What follows belongs to an exercise in optimizing a design on an open flow for small area; a production flow would make more cautious choices.
Only simulation tests tie the RTL to the original design; equivalence was not proved.
The clock port is modelled as an ideal driver; clocking choices that lean on that would not hold on a real chip.

==> flow/design.v (excerpt) <==
module slpe_tx #(
    parameter integer T_FIELD   = 100,   
    parameter integer T_BACKOFF = 50,    
    parameter integer MAX_RETRY = 240,   
    parameter integer REOPEN_EVERY = 6   
) (
    input  wire        clk,
    input  wire        rst,          
    input  wire        start,        
    input  wire [15:0] size,         
    output wire [15:0] mem_addr,     
    input  wire [7:0]  mem_data,     
    input  wire        rx_valid,     
    input  wire [7:0]  rx_data,
    output wire        tx_valid,     
    output reg  [7:0]  tx_data,
    output wire        busy,         
    output wire        done,         
    output wire        ok,           
    output reg  [7:0]  retries,      
    output wire        reopen        
);
    localparam [7:0] STX_B = 8'h02, ETX_B = 8'h03, ENQ_B = 8'h05,
                     ACK_B = 8'h06, NAK_B = 8'h15, EXT_B = 8'hFE;
    localparam [4:0] S_IDLE  = 5'b00000,    
  ...
For scale: roughly 63 flip-flops, ~3700 um2 of cells after synthesis.
export LEC_CHECK = 0
export CAP_MARGIN = 20
export CORE_MARGIN = 2
export CORE_UTILIZATION = 65
export SLEW_MARGIN = 20
create_clock -name core_clock -period 5.0 [get_ports {clk}]
standard.sh (not shown) runs the stock make flow with config.mk's settings and CLKGATE_MAP_FILE= SYNTH_SCRIPT=/design/flow/synth_recipe.tcl, a recipe that flattens the netlist after the stock synthesis.
==> flow/flow/run.sh <==
#!/bin/bash
# Layout flow: the standard flow (standard.sh) with these changes:
#  1. synthesis maps logic with area-oriented ABC scripts (abc_area_s*.script,
#     differing only in the seed and time limit of &deepsyn) and keeps the smallest
#     result (abc_proc.tcl); the synthesis script is otherwise the standard flow's own
#     (synth_recipe.tcl);
#  2. every port gets the smallest buffer (buf_1) instead of clkdlybuf4s50_1;
#  3. clock tree synthesis uses clkbuf_4 and inserts no dummy loads;
#  5. after global routing, cells on paths with slack to spare are downsized.
set -euo pipefail
here=$(pwd)
{ cat "$here/flow/abc_proc.tcl"; cat "$here/synth_recipe.tcl"; } > "$here/flow_synth.tcl"
sed -e "s#SYNTH_SCRIPT=[^ ]*#SYNTH_SCRIPT=$here/flow_synth.tcl#" "$here/standard.sh" > "$here/flow_standard.sh"
export FLOW_ABC_SCRIPTS="$(ls "$here"/flow/abc_area_s*.script | tr '\n' ' ')"
export BUFFER_PORTS_ARGS="-buffer_cell sky130_fd_sc_hd__buf_1"
export CTS_ARGS="-sink_clustering_enable -repair_clock_nets -dont_use_dummy_load -buf_list sky130_fd_sc_hd__clkbuf_4 -root_buf sky130_fd_sc_hd__clkbuf_4"
export RECOVER_POWER=100
export POST_CTS_TCL="$here/flow/post_cts.tcl"
bash "$here/flow_standard.sh" > "$here/flow_standard.log" 2>&1
==> flow/flow/post_cts.tcl <==
# POST_CTS hook: a clock buffer whose sinks see a slew near the flip-flop
# limit is replaced by the next larger clock buffer, then placement is
# legalised again.
proc flow_fix_clock_slew {} {
  estimate_parasitics -placement
  set limit 0.105
  set fixed {}
  foreach pin [get_pins -hierarchical */CLK] {
    set s [get_property $pin slew_max]
    if {$s > $limit} {
      set net [get_nets -of_objects $pin]
      foreach drv [get_pins -of_objects $net -filter "direction==output"] {
        set inst [get_cells -of_objects $drv]
        set name [get_full_name $inst]
        if {[lsearch $fixed $name] < 0} { lappend fixed $name }
      }
    }
  }
  foreach name $fixed {
    set cell [get_property [get_cells $name] ref_name]
    set bigger [string map {clkbuf_4 clkbuf_8 clkbuf_2 clkbuf_4 clkbuf_1 clkbuf_2} $cell]
    if {$bigger ne $cell} {
      replace_cell $name $bigger
      puts "FLOW_CTS: $name $cell -> $bigger"
    }
  }
  if {[llength $fixed] > 0} { detailed_placement }
  estimate_parasitics -placement
}
flow_fix_clock_slew
Other scripts of this flow, unchanged in this note and not shown: flow/flow/abc_area_s0.script, flow/flow/abc_area_s0_t120.script, flow/flow/abc_area_s0_t90.script, flow/flow/abc_area_s1.script, flow/flow/abc_area_s2.script, flow/flow/abc_area_s3.script, flow/flow/abc_area_s4.script, flow/flow/abc_area_s5.script, flow/flow/abc_area_s6.script, flow/flow/abc_area_s7.script, flow/flow/abc_proc.tcl
==> next run, changes <==
--- a/flow/flow/run.sh
+++ b/flow/flow/run.sh
@@ -6,6 +6,6 @@
 #     (synth_recipe.tcl);
 #  2. every port gets the smallest buffer (buf_1) instead of clkdlybuf4s50_1;
-#  3. clock tree synthesis uses clkbuf_4 and inserts no dummy loads;
-#  5. after global routing, cells on paths with slack to spare are downsized.
+#  3. clock tree synthesis uses clkbuf_8 and inserts no dummy loads;
+#  4. after global routing, cells on paths with slack to spare are downsized.
 set -euo pipefail
 here=$(pwd)
@@ -14,6 +14,5 @@
 export FLOW_ABC_SCRIPTS="$(ls "$here"/flow/abc_area_s*.script | tr '\n' ' ')"
 export BUFFER_PORTS_ARGS="-buffer_cell sky130_fd_sc_hd__buf_1"
-export CTS_ARGS="-sink_clustering_enable -repair_clock_nets -dont_use_dummy_load -buf_list sky130_fd_sc_hd__clkbuf_4 -root_buf sky130_fd_sc_hd__clkbuf_4"
+export CTS_ARGS="-sink_clustering_enable -repair_clock_nets -dont_use_dummy_load -buf_list sky130_fd_sc_hd__clkbuf_8 -root_buf sky130_fd_sc_hd__clkbuf_8"
 export RECOVER_POWER=100
-export POST_CTS_TCL="$here/flow/post_cts.tcl"
 bash "$here/flow_standard.sh" > "$here/flow_standard.log" 2>&1
removed: flow/flow/post_cts.tcl
Count of clock-buffer cells in the layout stays the same.
Via count rises slightly.
Worst setup slack improved by 0.040 ns.
Register-to-register slack improved by 0.02 ns.
Global-route usage rises by 0.36 points.

[static timing again, ports no longer ideal]
The flow's constraints put no driver on any port. The routed layouts listed below were extracted and timed again, unchanged, in two steps.
Step 1 (the two cells are an assumption about what drives the block):
set clk [get_ports {clk}]
set_driving_cell -lib_cell sky130_fd_sc_hd__clkbuf_16 $clk
set_driving_cell -lib_cell sky130_fd_sc_hd__buf_2 [delete_from_list [all_inputs] $clk]
Step 2 also shifts input and output timing later by t, the mid clock arrival at the registers, as if the neighbouring blocks saw the same clock.
Three values: ideal, step 1, step 2; two values: the first two.
| run | t, ns | slack for setup (ns) | worst setup path after step 2 | slew at the worst register clock pin (ns) | cell pins on the clock port's net |
|---|---|---|---|---|---|
| the first run | 0.417 | 0.161 / 0.134 / 0.482 | register to register | 0.10 / 0.10 | 1 |
| the second run | 0.377 | 0.200 / 0.168 / 0.498 | register to register | 0.08 / 0.08 | 1 |
After both steps setup and hold are still met in every run listed.
